Context: an optimization exercise on an open-source flow, tuned for small area, a short achievable clock period and few clock cycles. The choices shown serve that exercise and are no tape-out recipe.
At most, simulation tests tie the RTL to the original design; equivalence was not proved.
Power and IR drop assume default switching activity.

alpha:
==> flow/design.v <==
module smc_digest (
    input  wire         clk,
    input  wire         rst,         
    input  wire         in_valid,
    output wire         in_ready,
    input  wire [31:0]  in_data,     
    input  wire         in_last,     
    input  wire [2:0]   in_nbytes,   
    output reg          out_valid,   
    output wire [127:0] out_digest   
);
    localparam [31:0] IV0 = 32'h01234567;
    localparam [31:0] IV1 = 32'h89ABCDEF;
    localparam [31:0] IV2 = 32'hFEDCBA98;
    localparam [31:0] IV3 = 32'h76543210;
    reg [511:0] ring;            
    reg [31:0]  a, b, c, d;      
    reg [31:0]  p0, p1, p2, p3;  
    reg [31:0]  q;               
    reg [6:0]   kp;              
    reg [15:0]  rsel;            
    reg [3:0]   ph;              
    reg [4:0]   nw;              
    reg         ld_first, ld_final;   
    reg         ex_first, ex_final;   
    reg         dummy;           
    reg         msg_done;        
    reg         mark_pending;    
    reg         late;            
    reg [9:0]   nwords;          
    reg [1:0]   lastnb;          
    reg         step;            
    reg         ffwd;            
    reg [3:0]   fsel;            
    reg [4:0]   s;               
    reg         load_iv;         
    reg         at16, at65;      
    wire [3:0] j       = nw[3:0];
    wire       ld_slot = !nw[4] && (ph == j);
    assign in_ready    = ld_slot && !msg_done;
    wire       take    = in_ready && in_valid;
    wire       pad_ld  = ld_slot && msg_done;
    reg [31:0] last_word;
    always @(*) begin
        case (in_nbytes)
            3'd0:    last_word = 32'h00000080;
            3'd1:    last_word = {16'h0000, 8'h80, in_data[7:0]};
            3'd2:    last_word = {8'h00, 8'h80, in_data[15:0]};
            3'd3:    last_word = {8'h80, in_data[23:0]};
            default: last_word = in_data;
        endcase
    end
    wire [31:0] pad_word = mark_pending ? 32'h00000080 :
                           (j == 4'd14 && !late) ? {17'd0, nwords, lastnb, 3'd0} : 32'd0;
    wire [31:0] in_word  = in_last ? last_word : in_data;
    wire [31:0] lane15   = take ? in_word : (pad_ld ? pad_word : ring[31:0]);
    wire [31:0] f = ({32{fsel[0]}} & ((b & c) | (~b & d)))
                  | ({32{fsel[1]}} & ((b & d) | (c & ~d)))
                  | ({32{fsel[2]}} & (b ^ c ^ d))
                  | ({32{fsel[3]}} & (c ^ (b | ~d)));
    wire [31:0] t;
    smc_add32 u_add_t (.x(q), .y(f), .s(t));
    wire [63:0] t2  = {t, t} << s;
    wire [31:0] rot = t2[63:32];
    wire [31:0] nb;
    smc_add32 u_add_nb (.x(step ? b : 32'd0), .y(rot), .s(nb));
    wire [3:0] ni = kp[3:0];
    reg        pf;               
    wire [6:0] kp1 = (kp == 7'd67) ? 7'd0 : kp + 7'd1;
    wire [6:0] kpn = pf ? kp1 : kp;
    wire [3:0] ph_n  = at65 ? 4'd0 : ph + 4'd1;
    wire [3:0] x     = kpn[3:0];
    wire       ph_ok = !at65 && ph_n == x + 4'd1;
    wire       pf_s1 = (kpn[6:4] != 3'd0) ||
                       (ph_ok && ((nw > {1'b0, x}) || (ld_slot && msg_done && nw == {1'b0, x})));
    wire       pf_s2 = ph_ok && ld_slot && !msg_done && nw == {1'b0, x};
    wire       pf_n  = pf_s1 || (pf_s2 && in_valid);
    function [3:0] lane_of(input [6:0] op);
        case (op[5:4])
            2'd0:    lane_of = 4'd15;
            2'd1:    lane_of = {op[1:0], 2'b00};
            2'd2:    lane_of = {op[2:0], 1'b0} + 4'd4;
            default: lane_of = op[3:0] * 4'd6 + 4'd15;
        endcase
    endfunction
    function [4:0] rot_amt(input [1:0] r, input [1:0] i);
        case ({r, i})
            4'h0: rot_amt = 5'd1;   4'h1: rot_amt = 5'd8;   4'h2: rot_amt = 5'd15;  4'h3: rot_amt = 5'd22;
            4'h4: rot_amt = 5'd2;   4'h5: rot_amt = 5'd9;   4'h6: rot_amt = 5'd16;  4'h7: rot_amt = 5'd23;
            4'h8: rot_amt = 5'd3;   4'h9: rot_amt = 5'd10;  4'hA: rot_amt = 5'd17;  4'hB: rot_amt = 5'd24;
            4'hC: rot_amt = 5'd4;   4'hD: rot_amt = 5'd11;  4'hE: rot_amt = 5'd18;  default: rot_amt = 5'd31;
        endcase
    endfunction
    reg [31:0] rk;
    always @(*) begin
        case (kp[5:4])
            2'd0:    rk = 32'h11111111;
            2'd1:    rk = 32'h22222222;
            2'd2:    rk = 32'h44444444;
            default: rk = 32'h88888888;
        endcase
    end
    reg [31:0] ivw;
    always @(*) begin
        case (kp[1:0])
            2'd0:    ivw = IV0;
            2'd1:    ivw = IV3;
            2'd2:    ivw = IV2;
            default: ivw = IV1;
        endcase
    end
    reg [31:0] wr;
    integer li;
    always @(*) begin
        wr = 32'd0;
        for (li = 0; li < 16; li = li + 1)
            wr = wr | ({32{rsel[li]}} & ring[li*32 +: 32]);
    end
    wire [31:0] wsel = !pf ? 32'd0 :
                       kp[6] ? (ex_first ? ivw : p1) : wr;
    wire [31:0] ksel = (pf && !kp[6]) ? {rk[31:8], rk[7:0] + {4'd0, ni}} : 32'd0;
    wire [31:0] an   = load_iv ? IV0 : d;
    wire [31:0] cs_s = an ^ wsel ^ ksel;
    wire [31:0] cs_c = (an & wsel) | (an & ksel) | (wsel & ksel);
    wire [31:0] qn;
    smc_add32bk u_add_q (.x(cs_s), .y({cs_c[30:0], 1'b0}), .s(qn));
    assign out_digest = {p1, p2, p3, p0};
    always @(posedge clk) begin
        ring <= {lane15, ring[511:32]};
        p0 <= p1;
        p1 <= p2;
        p2 <= p3;
        p3 <= ffwd ? nb : p0;
        a <= load_iv ? IV0 : d;
        b <= load_iv ? IV1 : nb;
        c <= load_iv ? IV2 : b;
        d <= load_iv ? IV3 : c;
        q <= qn;
        rsel <= 16'd1 << lane_of(kpn);
    end
    always @(posedge clk) begin
        if (rst) begin
            out_valid    <= 1'b0;
            kp           <= 7'd67;
            pf           <= 1'b1;
            step         <= 1'b0;
            ffwd         <= 1'b1;
            fsel         <= 4'b0000;
            s            <= 5'd0;
            load_iv      <= 1'b0;
            at16         <= 1'b0;
            at65         <= 1'b0;
            ph           <= 4'd0;
            nw           <= 5'd0;
            ld_first     <= 1'b1;
            ld_final     <= 1'b0;
            ex_first     <= 1'b1;
            ex_final     <= 1'b1;
            dummy        <= 1'b1;
            msg_done     <= 1'b0;
            mark_pending <= 1'b0;
            late         <= 1'b0;
            nwords       <= 10'd0;
            lastnb       <= 2'd0;
        end else begin
            out_valid <= load_iv && !dummy;
            if (load_iv) dummy <= 1'b0;
            kp      <= kpn;
            pf      <= pf_n;
            step    <= pf && !kp[6];
            ffwd    <= pf && kp[6];
            fsel    <= (pf && !kp[6]) ? (4'b0001 << kp[5:4]) : 4'b0000;
            s       <= (pf && !kp[6]) ? rot_amt(kp[5:4], kp[1:0]) : 5'd0;
            load_iv <= pf && kp == 7'd67 && ex_final;
            at16    <= pf && kp == 7'd16;
            at65    <= pf && kp == 7'd65;
            if (at16) begin
                ex_first <= ld_first;
                ex_final <= ld_final;
            end
            if (at65) begin
                ph       <= 4'd0;
                nw       <= 5'd0;
                ld_first <= ex_final;
                ld_final <= 1'b0;
                late     <= 1'b0;
                if (ex_final) begin
                    msg_done     <= 1'b0;
                    mark_pending <= 1'b0;
                    nwords       <= 10'd0;
                    lastnb       <= 2'd0;
                end
            end else begin
                ph <= ph + 4'd1;
                if (take || pad_ld) nw <= nw + 5'd1;
                if (take) begin
                    if (in_last) begin
                        if (in_nbytes[2]) nwords <= nwords + 10'd1;
                        lastnb       <= in_nbytes[1:0];
                        msg_done     <= 1'b1;
                        mark_pending <= (in_nbytes == 3'd4);
                        if (in_nbytes < 3'd4 && j[3:1] == 3'b111) late <= 1'b1;
                    end else begin
                        nwords <= nwords + 10'd1;
                    end
                end
                if (pad_ld) begin
                    if (mark_pending) begin
                        mark_pending <= 1'b0;
                        if (j[3:1] == 3'b111) late <= 1'b1;
                    end else if (j == 4'd14 && !late) begin
                        ld_final <= 1'b1;
                    end
                end
            end
        end
    end
endmodule
module smc_add32 (
    input  wire [31:0] x,
    input  wire [31:0] y,
    output wire [31:0] s
);
    assign s = x + y;
endmodule
module smc_add32bk (
    input  wire [31:0] x,
    input  wire [31:0] y,
    output wire [31:0] s
);
  wire [31:0] g0 = x & y, p0 = x ^ y;
  wire [31:0] g[0:9], p[0:9];
  assign g[0] = g0; assign p[0] = p0;
  genvar l, i;
  generate for (l = 0; l < 5; l = l + 1) begin: up
    for (i = 0; i < 32; i = i + 1) begin: b
      if (((i + 1) % (2 << l)) == 0) begin
        assign g[l+1][i] = g[l][i] | (p[l][i] & g[l][i - (1<<l)]);
        assign p[l+1][i] = p[l][i] & p[l][i - (1<<l)];
      end else begin
        assign g[l+1][i] = g[l][i];
        assign p[l+1][i] = p[l][i];
      end
    end
  end
  for (l = 0; l < 4; l = l + 1) begin: dn
    for (i = 0; i < 32; i = i + 1) begin: b
      localparam integer D = 8 >> l;
      if (((i + 1) % (2*D)) == D && i >= 2*D - 1 + 0 && i > D) begin
        assign g[l+6][i] = g[l+5][i] | (p[l+5][i] & g[l+5][i - D]);
        assign p[l+6][i] = p[l+5][i] & p[l+5][i - D];
      end else begin
        assign g[l+6][i] = g[l+5][i];
        assign p[l+6][i] = p[l+5][i];
      end
    end
  end endgenerate
  assign s = p0 ^ {g[9][30:0], 1'b0};
endmodule
Settings: LEC_CHECK=0, ABC_AREA=1, CAP_MARGIN=20, CORE_MARGIN=2, CORE_UTILIZATION=40, SLEW_MARGIN=20, SYNTH_HIERARCHICAL=1, TNS_END_PERCENT=100; clock period 12.0 ns.
standard.sh (not shown) runs the stock make flow with config.mk's settings and CLKGATE_MAP_FILE= SYNTH_SCRIPT=/design/flow/synth_recipe.tcl, a recipe that flattens the netlist after the stock synthesis.
==> flow/flow/run.sh <==
#!/bin/bash
set -euo pipefail
bash standard.sh SETUP_SLACK_MARGIN=7 finish > run_standard.log 2>&1
Testbench counts of alpha, summed over its fixed seeds: cycles 86,588.
Here is what was changed in the inputs of beta compared with alpha.
-- flow/design.v --
<<< alpha, line 20
    reg [6:0]   kp;              
    reg [15:0]  rsel;            
    reg [3:0]   ph;              
    reg [4:0]   nw;              
>>> beta, line 20
    reg [6:0]   kp;              
    reg [15:0]  rsel;            
    reg         sel_h;           
    reg [3:0]   sel_iv;          
    reg         sel_k;           
    reg [3:0]   ph;              
    reg [4:0]   nw;              
<<< alpha, line 76
    wire       pf_s2 = ph_ok && ld_slot && !msg_done && nw == {1'b0, x};
    wire       pf_n  = pf_s1 || (pf_s2 && in_valid);
    function [3:0] lane_of(input [6:0] op);
        case (op[5:4])
>>> beta, line 79
    wire       pf_s2 = ph_ok && ld_slot && !msg_done && nw == {1'b0, x};
    wire       pf_n  = pf_s1 || (pf_s2 && in_valid);
    wire       ex_first_n = at16 ? ld_first : ex_first;
    function [3:0] lane_of(input [6:0] op);
        case (op[5:4])
<<< alpha, line 110
        endcase
    end
    reg [31:0] wr;
    integer li;
    always @(*) begin
        wr = 32'd0;
        for (li = 0; li < 16; li = li + 1)
            wr = wr | ({32{rsel[li]}} & ring[li*32 +: 32]);
    end
    wire [31:0] wsel = !pf ? 32'd0 :
                       kp[6] ? (ex_first ? ivw : p1) : wr;
    wire [31:0] ksel = (pf && !kp[6]) ? {rk[31:8], rk[7:0] + {4'd0, ni}} : 32'd0;
    wire [31:0] an   = load_iv ? IV0 : d;
    wire [31:0] cs_s = an ^ wsel ^ ksel;
>>> beta, line 114
        endcase
    end
    reg [31:0] wsel;
    integer li;
    always @(*) begin
        wsel = ({32{sel_h}} & p1)
             | ({32{sel_iv[0]}} & IV0) | ({32{sel_iv[1]}} & IV3)
             | ({32{sel_iv[2]}} & IV2) | ({32{sel_iv[3]}} & IV1);
        for (li = 0; li < 16; li = li + 1)
            wsel = wsel | ({32{rsel[li]}} & ring[li*32 +: 32]);
    end
    wire [31:0] ksel = sel_k ? {rk[31:8], rk[7:0] + {4'd0, ni}} : 32'd0;
    wire [31:0] an   = load_iv ? IV0 : d;
    wire [31:0] cs_s = an ^ wsel ^ ksel;
<<< alpha, line 137
        d <= load_iv ? IV3 : c;
        q <= qn;
        rsel <= 16'd1 << lane_of(kpn);
    end
    always @(posedge clk) begin
>>> beta, line 141
        d <= load_iv ? IV3 : c;
        q <= qn;
        rsel   <= (pf_n && !kpn[6]) ? (16'd1 << lane_of(kpn)) : 16'd0;
        sel_k  <= pf_n && !kpn[6];
        sel_h  <= pf_n && kpn[6] && !ex_first_n;
        sel_iv <= (pf_n && kpn[6] && ex_first_n) ? (4'd1 << kpn[1:0]) : 4'd0;
    end
    always @(posedge clk) begin
==> summary.txt <==
Non-clock buffer share of cell area, beta and alpha, lower one = alpha.
Compared with alpha, in beta utilization moved up; total power after layout lower; via count lower.
Summary of beta over alpha: post-route standard cell area excluding fillers now sits higher; proportion of total power due to net switching dropped 0.73 points; net count of the finished layout down 15.
Looking at sequential fraction of total cell area, beta sits below alpha.
Routed metal-1 wire length | beta above alpha
In the metrics for beta and alpha, the one carrying the lower gate count of the mapped netlist is beta.
Between beta and alpha, the difference in fraction of area in multi-input gates is negligible.
beta against alpha: number of sinks driven by the clock tree climbed 0.72%; logic depth of the worst setup path including buffers dropped 11%.
No functional check of the RTL was part of beta.

afterwards: timing with drivers on the ports:
In the flow no input, the clock included, has a driving cell. The finished layouts below were timed again as built, in two steps.
Step 1 assumes that a clkbuf_16 drives the clock port and a buf_2 every other input.
Step 2, shift: input delay + t, output delay - t, t = (earliest + latest rising clock arrival at the registers) / 2. This alone moves slack from input paths to output paths.
Slacks: ideal / step 1 / step 2; pairs: ideal / step 1.
run | t, ns | slack for setup (ns) | worst setup path at the end | worst register clock-pin slew, ns | worst slew at a driven data input, ns
alpha | 0.696 | 7.242 / 7.242 / 7.242 | register to register | 0.07 / 0.07 | 0.05
beta | 0.712 | 7.034 / 7.034 / 6.981 | input to register | 0.07 / 0.07 | 0.06
After both steps setup and hold are still met in every run listed. For beta, which loses most, drivers alone change the setup slack by 0.000 ns; drivers and shift together by -0.053 ns.
